This is an optimization exercise on Yosys and OpenROAD, whose aim is small area, a short achievable clock period and few clock cycles, not a production implementation. Function was checked by simulation only, so behaviour that the tests miss may differ from the original. Power and IR drop assume default switching activity.

==> inputs of build 18 <==
Design dither_mono, start of the top module:
module dither_mono #(
    parameter W = 32
) (
    input  wire        clk,
    input  wire        rst,
    input  wire        in_valid,
    output wire        in_ready,
    input  wire [15:0] in_pixel,
    input  wire        in_sof,
    input  wire [7:0]  cfg_thr,
    input  wire        cfg_dither,
    output wire        out_valid,
    input  wire        out_ready,
    output wire [7:0]  out_byte
);
    function [5:0] q7_off(input [6:0] s);
        case (s)
        7'd0: q7_off = 6'd0;
        7'd1: q7_off = 6'd0;
        7'd2: q7_off = 6'd0;
        7'd3: q7_off = 6'd1;
        7'd4: q7_off = 6'd1;
        7'd5: q7_off = 6'd2;
        7'd6: q7_off = 6'd2;
        7'd7: q7_off = 6'd3;
        7'd8: q7_off = 6'd3;
        7'd9: q7_off = 6'd3;
        7'd10: q7_off = 6'd4;
        7'd11: q7_off = 6'd4;
        7'd12: q7_off = 6'd5;
        7'd13: q7_off = 6'd5;
        7'd14: q7_off = 6'd6;
        7'd15: q7_off = 6'd6;
        7'd16: q7_off = 6'd7;
        7'd17: q7_off = 6'd7;
        7'd18: q7_off = 6'd7;
        7'd19: q7_off = 6'd8;
        7'd20: q7_off = 6'd8;
        7'd21: q7_off = 6'd9;
        7'd22: q7_off = 6'd9;
        7'd23: q7_off = 6'd10;
        7'd24: q7_off = 6'd10;
        7'd25: q7_off = 6'd10;
        7'd26: q7_off = 6'd11;
        7'd27: q7_off = 6'd11;
        7'd28: q7_off = 6'd12;
        7'd29: q7_off = 6'd12;
        7'd30: q7_off = 6'd13;
        7'd31: q7_off = 6'd13;
        7'd32: q7_off = 6'd14;
        7'd33: q7_off = 6'd14;
        7'd34: q7_off = 6'd14;
        7'd35: q7_off = 6'd15;
  ...
export LEC_CHECK = 0
export CAP_MARGIN = 20
export CORE_MARGIN = 2
export CORE_UTILIZATION = 40
export PLACE_DENSITY = 0.6
export SLEW_MARGIN = 20
create_clock -name core_clock -period 13.0 [get_ports {clk}]
run.sh (not shown) runs the stock make flow with config.mk's settings and CLKGATE_MAP_FILE= SYNTH_SCRIPT=/design/flow/synth_recipe.tcl, a recipe that flattens the netlist after the stock synthesis.
==> inputs of build 57, as changes to build 18 <==
--- a/flow/design.v
+++ b/flow/design.v
@@ -950,28 +950,27 @@
             if (ac)
                 intensity = ab ? a : b;
             else
                 intensity = cb ? c : b;
         end
     endfunction
     wire       f1_go, f2_go, x_go;
-    wire       pb_wr;
     wire       g_valid_n, fr_valid_n, x_sure_n;
     wire              a_we;
     wire [4:0]        a_wpos;
     wire signed [6:0] a_wdata;
     reg        in_ready_r;
     reg        iv;
     reg [15:0] ipix;
     reg        isof, idith;
     reg [5:0]  ithr;
     wire acc_in = in_valid & in_ready_r;
     assign in_ready = in_ready_r;
     always @(posedge clk) begin
-        if (~iv | pb_wr) begin
+        if (in_ready_r) begin
             ipix  <= in_pixel;
             isof  <= in_sof;
             ithr  <= cfg_thr[7:2];
             idith <= cfg_dither;
         end
     end
     reg [5:0]  pb [0:31];
@@ -979,25 +978,19 @@
     reg [5:0]  cr;            
     reg [4:0]  wx;            
     reg        w_wdir;        
     reg        w_rdir;        
     reg        w_odd, w_first, w_dith;
     reg [5:0]  w_t6;
     reg [4:0]  rk;            
-    assign     pb_wr    = iv & (~cnt[5] | f1_go);
+    wire       pb_wr    = iv & (~cnt[5] | f1_go);
     wire       w_new    = (wx == 5'd0);
     wire       wdir_eff = w_new ? w_rdir : w_wdir;
     wire [4:0] wp       = wx ^ {5{wdir_eff}};
     wire       iv_n     = acc_in | (iv & ~pb_wr);
-    wire       w_row    = pb_wr & w_new;
-    wire       w_odd_n  = w_row ? (~isof & ~w_odd) : w_odd;
-    wire       w_first_n = w_row ? isof : w_first;
-    wire       w_dith_n = (w_row & isof) ? idith : w_dith;
-    wire [5:0] w_t6_n   = (w_row & isof) ? ithr : w_t6;
-    wire       w_rdir_n = (w_row & ~isof) ? (w_rdir ^ ~w_odd) : w_rdir;
     wire [5:0] cnt_n    = cnt + {5'd0, pb_wr} - {5'd0, f1_go};
     wire       full_n   = (cnt[5] & (pb_wr | ~f1_go)) | ((cnt == 6'd31) & pb_wr & ~f1_go);
     wire       f1_sure_n = ~g_valid_n | ~fr_valid_n | x_sure_n;
     always @(posedge clk) begin
         if (pb_wr)
             pb[wp] <= intensity(ipix);
     end
@@ -1012,36 +1005,43 @@
             w_wdir     <= 1'b0;
             w_odd      <= 1'b1;
         end else begin
             in_ready_r <= ~iv_n | ~full_n | f1_sure_n;
             iv         <= iv_n;
             cnt        <= cnt_n;
             cr         <= cr + {5'd0, pb_wr} - {(f1_go & (rk == 5'd31)), 5'd0};
-            if (pb_wr)
+            if (pb_wr) begin
                 wx <= wx + 5'd1;
-            if (w_row)
-                w_wdir <= w_rdir;
-            w_odd   <= w_odd_n;
-            w_first <= w_first_n;
-            w_dith  <= w_dith_n;
-            w_t6    <= w_t6_n;
-            w_rdir  <= w_rdir_n;
+                if (w_new) begin
+                    w_wdir <= w_rdir;
+                    if (isof) begin
+                        w_odd   <= 1'b0;
+                        w_first <= 1'b1;
+                        w_t6    <= ithr;
+                        w_dith  <= idith;
+                    end else begin
+                        w_odd   <= ~w_odd;
+                        w_first <= 1'b0;
+                        w_rdir  <= w_rdir ^ ~w_odd;
+                    end
+                end
+            end
         end
     end
     reg        rs;            
     reg        r_odd, r_zero, r_dith, r_rdir;
     reg [5:0]  r_t6;
     reg [4:0]  rp_r, fx_r;    
-    wire       rs_n   = f1_go ? (rk == 5'd31) : rs;
-    wire       f_odd  = r_odd;
-    wire       f_zero = r_zero;
-    wire       f_dith = r_dith;
-    wire [5:0] f_t6   = r_t6;
-    wire [4:0] rp     = rp_r;
-    wire [4:0] fx     = fx_r;
+    wire       f_odd  = rs ? w_odd   : r_odd;
+    wire       f_rdir = rs ? w_rdir  : r_rdir;
+    wire       f_zero = rs ? (w_first | ~w_dith) : r_zero;
+    wire       f_dith = rs ? w_dith  : r_dith;
+    wire [5:0] f_t6   = rs ? w_t6    : r_t6;
+    wire [4:0] rp     = rs ? {5{w_rdir}} : rp_r;
+    wire [4:0] fx     = rs ? {5{w_odd}}  : fx_r;
     wire       avail  = f_odd ? cr[5] : (cnt != 6'd0);
     reg signed [6:0]  el [0:31];   
     wire [5:0]        v      = pb[rp];
     wire signed [6:0] el_rd  = (a_we && a_wpos == fx) ? a_wdata : el[fx];
     reg               g_valid;
     reg [5:0]         g_v;
     reg signed [6:0]  g_tv;        
@@ -1052,28 +1052,26 @@
     assign g_valid_n = f1_go | (g_valid & ~f2_go);
     always @(posedge clk) begin
         if (rst) begin
             rk      <= 5'd0;
             rs      <= 1'b1;
             g_valid <= 1'b0;
         end else begin
-            if (f1_go)
-                rk <= rk + 5'd1;
-            rs <= rs_n;
-            if (rs_n) begin
-                r_odd  <= w_odd_n;
-                r_zero <= w_first_n | ~w_dith_n;
-                r_dith <= w_dith_n;
-                r_rdir <= w_rdir_n;
-                r_t6   <= w_t6_n;
-                rp_r   <= {5{w_rdir_n}};
-                fx_r   <= {5{w_odd_n}};
-            end else if (f1_go) begin
-                rp_r <= r_rdir ? rp_r - 5'd1 : rp_r + 5'd1;
-                fx_r <= r_odd  ? fx_r - 5'd1 : fx_r + 5'd1;
+            if (f1_go) begin
+                rk   <= rk + 5'd1;
+                rs   <= (rk == 5'd31);
+                rp_r <= f_rdir ? rp - 5'd1 : rp + 5'd1;
+                fx_r <= f_odd  ? fx - 5'd1 : fx + 5'd1;
+                if (rs) begin
+                    r_odd  <= w_odd;
+                    r_zero <= w_first | ~w_dith;
+                    r_dith <= w_dith;
+                    r_rdir <= w_rdir;
+                    r_t6   <= w_t6;
+                end
             end
             g_valid <= g_valid_n;
         end
         if (f1_go) begin
             g_v    <= v;
             g_tv   <= $signed({1'b0, f_t6}) - $signed({1'b0, v});
             g_el   <= el_rd;
@@ -1092,15 +1090,15 @@
     reg signed [7:0]  fr_t;       
     reg               fr_dith, fr_odd, fr_last, fr_rs;
     reg [4:0]         fr_x;
     reg signed [5:0]  accA;        
     reg signed [3:0]  accB;        
     wire signed [5:0] accA_n;
     wire signed [3:0] accB_n;
-    wire              caseA = fr_valid;
+    wire              caseA = x_go & fr_last;
     wire signed [6:0] err0  = caseA ? {{3{accB_n[3]}}, accB_n} : {accA_n[5], accA_n};
     wire signed [6:0] errl  = (a_we && a_wpos == g_x) ? a_wdata : g_el;
     wire signed [6:0] err   = g_zero ? 7'sd0 : (g_rs ? err0 : errl);
     wire signed [7:0] base  = $signed({2'b00, g_v}) + err;
     assign f2_go      = g_valid & (~fr_valid | x_go);
     assign fr_valid_n = f2_go | (fr_valid & ~x_go);
     always @(posedge clk) begin
==> flow/config.mk (replaced) <==
export PLATFORM = sky130hd
export DESIGN_NAME = dither_mono
export DESIGN_NICKNAME = dither_mono
export VERILOG_FILES = /design/flow/design.v
export SDC_FILE = /design/flow/constraint.sdc
export NUM_CORES = 4
export LEC_CHECK = 0
export CAP_MARGIN = 70
export CORE_MARGIN = 2
export CORE_UTILIZATION = 60
export PLACE_DENSITY = 0.7
export SLEW_MARGIN = 70
==> inputs of trial 39, as changes to build 18 <==
--- a/flow/design.v
+++ b/flow/design.v
@@ -950,28 +950,27 @@
             if (ac)
                 intensity = ab ? a : b;
             else
                 intensity = cb ? c : b;
         end
     endfunction
     wire       f1_go, f2_go, x_go;
-    wire       pb_wr;
     wire       g_valid_n, fr_valid_n, x_sure_n;
     wire              a_we;
     wire [4:0]        a_wpos;
     wire signed [6:0] a_wdata;
     reg        in_ready_r;
     reg        iv;
     reg [15:0] ipix;
     reg        isof, idith;
     reg [5:0]  ithr;
     wire acc_in = in_valid & in_ready_r;
     assign in_ready = in_ready_r;
     always @(posedge clk) begin
-        if (~iv | pb_wr) begin
+        if (in_ready_r) begin
             ipix  <= in_pixel;
             isof  <= in_sof;
             ithr  <= cfg_thr[7:2];
             idith <= cfg_dither;
         end
     end
     reg [5:0]  pb [0:31];
@@ -979,25 +978,19 @@
     reg [5:0]  cr;            
     reg [4:0]  wx;            
     reg        w_wdir;        
     reg        w_rdir;        
     reg        w_odd, w_first, w_dith;
     reg [5:0]  w_t6;
     reg [4:0]  rk;            
-    assign     pb_wr    = iv & (~cnt[5] | f1_go);
+    wire       pb_wr    = iv & (~cnt[5] | f1_go);
     wire       w_new    = (wx == 5'd0);
     wire       wdir_eff = w_new ? w_rdir : w_wdir;
     wire [4:0] wp       = wx ^ {5{wdir_eff}};
     wire       iv_n     = acc_in | (iv & ~pb_wr);
-    wire       w_row    = pb_wr & w_new;
-    wire       w_odd_n  = w_row ? (~isof & ~w_odd) : w_odd;
-    wire       w_first_n = w_row ? isof : w_first;
-    wire       w_dith_n = (w_row & isof) ? idith : w_dith;
-    wire [5:0] w_t6_n   = (w_row & isof) ? ithr : w_t6;
-    wire       w_rdir_n = (w_row & ~isof) ? (w_rdir ^ ~w_odd) : w_rdir;
     wire [5:0] cnt_n    = cnt + {5'd0, pb_wr} - {5'd0, f1_go};
     wire       full_n   = (cnt[5] & (pb_wr | ~f1_go)) | ((cnt == 6'd31) & pb_wr & ~f1_go);
     wire       f1_sure_n = ~g_valid_n | ~fr_valid_n | x_sure_n;
     always @(posedge clk) begin
         if (pb_wr)
             pb[wp] <= intensity(ipix);
     end
@@ -1012,36 +1005,43 @@
             w_wdir     <= 1'b0;
             w_odd      <= 1'b1;
         end else begin
             in_ready_r <= ~iv_n | ~full_n | f1_sure_n;
             iv         <= iv_n;
             cnt        <= cnt_n;
             cr         <= cr + {5'd0, pb_wr} - {(f1_go & (rk == 5'd31)), 5'd0};
-            if (pb_wr)
+            if (pb_wr) begin
                 wx <= wx + 5'd1;
-            if (w_row)
-                w_wdir <= w_rdir;
-            w_odd   <= w_odd_n;
-            w_first <= w_first_n;
-            w_dith  <= w_dith_n;
-            w_t6    <= w_t6_n;
-            w_rdir  <= w_rdir_n;
+                if (w_new) begin
+                    w_wdir <= w_rdir;
+                    if (isof) begin
+                        w_odd   <= 1'b0;
+                        w_first <= 1'b1;
+                        w_t6    <= ithr;
+                        w_dith  <= idith;
+                    end else begin
+                        w_odd   <= ~w_odd;
+                        w_first <= 1'b0;
+                        w_rdir  <= w_rdir ^ ~w_odd;
+                    end
+                end
+            end
         end
     end
     reg        rs;            
     reg        r_odd, r_zero, r_dith, r_rdir;
     reg [5:0]  r_t6;
     reg [4:0]  rp_r, fx_r;    
-    wire       rs_n   = f1_go ? (rk == 5'd31) : rs;
-    wire       f_odd  = r_odd;
-    wire       f_zero = r_zero;
-    wire       f_dith = r_dith;
-    wire [5:0] f_t6   = r_t6;
-    wire [4:0] rp     = rp_r;
-    wire [4:0] fx     = fx_r;
+    wire       f_odd  = rs ? w_odd   : r_odd;
+    wire       f_rdir = rs ? w_rdir  : r_rdir;
+    wire       f_zero = rs ? (w_first | ~w_dith) : r_zero;
+    wire       f_dith = rs ? w_dith  : r_dith;
+    wire [5:0] f_t6   = rs ? w_t6    : r_t6;
+    wire [4:0] rp     = rs ? {5{w_rdir}} : rp_r;
+    wire [4:0] fx     = rs ? {5{w_odd}}  : fx_r;
     wire       avail  = f_odd ? cr[5] : (cnt != 6'd0);
     reg signed [6:0]  el [0:31];   
     wire [5:0]        v      = pb[rp];
     wire signed [6:0] el_rd  = (a_we && a_wpos == fx) ? a_wdata : el[fx];
     reg               g_valid;
     reg [5:0]         g_v;
     reg signed [6:0]  g_tv;        
@@ -1052,28 +1052,26 @@
     assign g_valid_n = f1_go | (g_valid & ~f2_go);
     always @(posedge clk) begin
         if (rst) begin
             rk      <= 5'd0;
             rs      <= 1'b1;
             g_valid <= 1'b0;
         end else begin
-            if (f1_go)
-                rk <= rk + 5'd1;
-            rs <= rs_n;
-            if (rs_n) begin
-                r_odd  <= w_odd_n;
-                r_zero <= w_first_n | ~w_dith_n;
-                r_dith <= w_dith_n;
-                r_rdir <= w_rdir_n;
-                r_t6   <= w_t6_n;
-                rp_r   <= {5{w_rdir_n}};
-                fx_r   <= {5{w_odd_n}};
-            end else if (f1_go) begin
-                rp_r <= r_rdir ? rp_r - 5'd1 : rp_r + 5'd1;
-                fx_r <= r_odd  ? fx_r - 5'd1 : fx_r + 5'd1;
+            if (f1_go) begin
+                rk   <= rk + 5'd1;
+                rs   <= (rk == 5'd31);
+                rp_r <= f_rdir ? rp - 5'd1 : rp + 5'd1;
+                fx_r <= f_odd  ? fx - 5'd1 : fx + 5'd1;
+                if (rs) begin
+                    r_odd  <= w_odd;
+                    r_zero <= w_first | ~w_dith;
+                    r_dith <= w_dith;
+                    r_rdir <= w_rdir;
+                    r_t6   <= w_t6;
+                end
             end
             g_valid <= g_valid_n;
         end
         if (f1_go) begin
             g_v    <= v;
             g_tv   <= $signed({1'b0, f_t6}) - $signed({1'b0, v});
             g_el   <= el_rd;
@@ -1092,15 +1090,15 @@
     reg signed [7:0]  fr_t;       
     reg               fr_dith, fr_odd, fr_last, fr_rs;
     reg [4:0]         fr_x;
     reg signed [5:0]  accA;        
     reg signed [3:0]  accB;        
     wire signed [5:0] accA_n;
     wire signed [3:0] accB_n;
-    wire              caseA = fr_valid;
+    wire              caseA = x_go & fr_last;
     wire signed [6:0] err0  = caseA ? {{3{accB_n[3]}}, accB_n} : {accA_n[5], accA_n};
     wire signed [6:0] errl  = (a_we && a_wpos == g_x) ? a_wdata : g_el;
     wire signed [6:0] err   = g_zero ? 7'sd0 : (g_rs ? err0 : errl);
     wire signed [7:0] base  = $signed({2'b00, g_v}) + err;
     assign f2_go      = g_valid & (~fr_valid | x_go);
     assign fr_valid_n = f2_go | (fr_valid & ~x_go);
     always @(posedge clk) begin
--- a/flow/config.mk
+++ b/flow/config.mk
@@ -4,9 +4,10 @@
 export VERILOG_FILES = /design/flow/design.v
 export SDC_FILE = /design/flow/constraint.sdc
 export NUM_CORES = 4
 export LEC_CHECK = 0
 export CAP_MARGIN = 20
 export CORE_MARGIN = 2
 export CORE_UTILIZATION = 40
+export CTS_BUF_LIST = sky130_fd_sc_hd__clkbuf_4 sky130_fd_sc_hd__clkbuf_8
 export PLACE_DENSITY = 0.6
 export SLEW_MARGIN = 20
==> results.txt <==
metric                                                   build 57    trial 39    build 18
Sequential cell area share                                 0.5272      0.5374      0.5457
Transition time at the pin with the least slew margin   0.4605 ns    1.099 ns    1.065 ns
Total inserted antenna cells                                    0           2           0
Status                           no timing/DRC/antenna violations  no timing/DRC/antenna violations  no timing/DRC/antenna violations
Post-route met1 wirelength                               29660 um    32600 um    29450 um
Initial antenna violation count                                 0           1           1
Crit. path cell count                                          17          17          10
Internal Power                                           5.279 mW    5.079 mW    5.623 mW
Worst flop-to-flop path endpoint                          g_tv[5]     g_tv[5]    er_q5[2]
# rows                                                         83         101         101
Number of buffers created by CTS                               66         106          73
Number of multi-input logic gates                            1738        1738        1261
Simple-gate share of the synthesized area                  0.1363      0.1363     0.07259
Placed Area                                            32830 um^2  32270 um^2  32000 um^2
Vias after detailed routing                                 21090       20980       17980
Total Routing Usage GR                                     0.2730      0.1871      0.1741
Testbench counts of build 18, summed over its fixed seeds: cycles 20,640.
Testbench counts of build 57, summed over its fixed seeds: cycles 20,640.
Testbench counts of trial 39, summed over its fixed seeds: cycles 20,640.

port drivers added, routing unchanged:
The flow's constraints put no driver on any port. The routed layouts listed below were extracted and timed again, unchanged, in two steps. Step 1 (the two cells are an assumption about what drives the block):
set clk [get_ports {clk}]
set_driving_cell -lib_cell sky130_fd_sc_hd__clkbuf_16 $clk
set_driving_cell -lib_cell sky130_fd_sc_hd__buf_2 [delete_from_list [all_inputs] $clk]
Step 2 moves the port delays by t, midway between the first and last clock arrival at a register: inputs arrive t later, outputs are due t later. That takes back most of the time a late clock gives input paths. Three values: ideal ports, drivers, drivers and shift; two values: the first two.
run | shift t [ns] | setup WS [ns] | worst setup path after step 2
build 18 | 0.669 | 8.624 / 8.624 / 8.511 | input to register
build 57 | 0.672 | 8.384 / 8.384 / 8.384 | register to register
trial 39 | 0.748 | 8.146 / 8.146 / 8.146 | register to register
After both steps setup and hold are still met in every run listed. The setup slack of build 18, which loses most, moves by 0.000 ns with the drivers and by -0.113 ns with both steps.
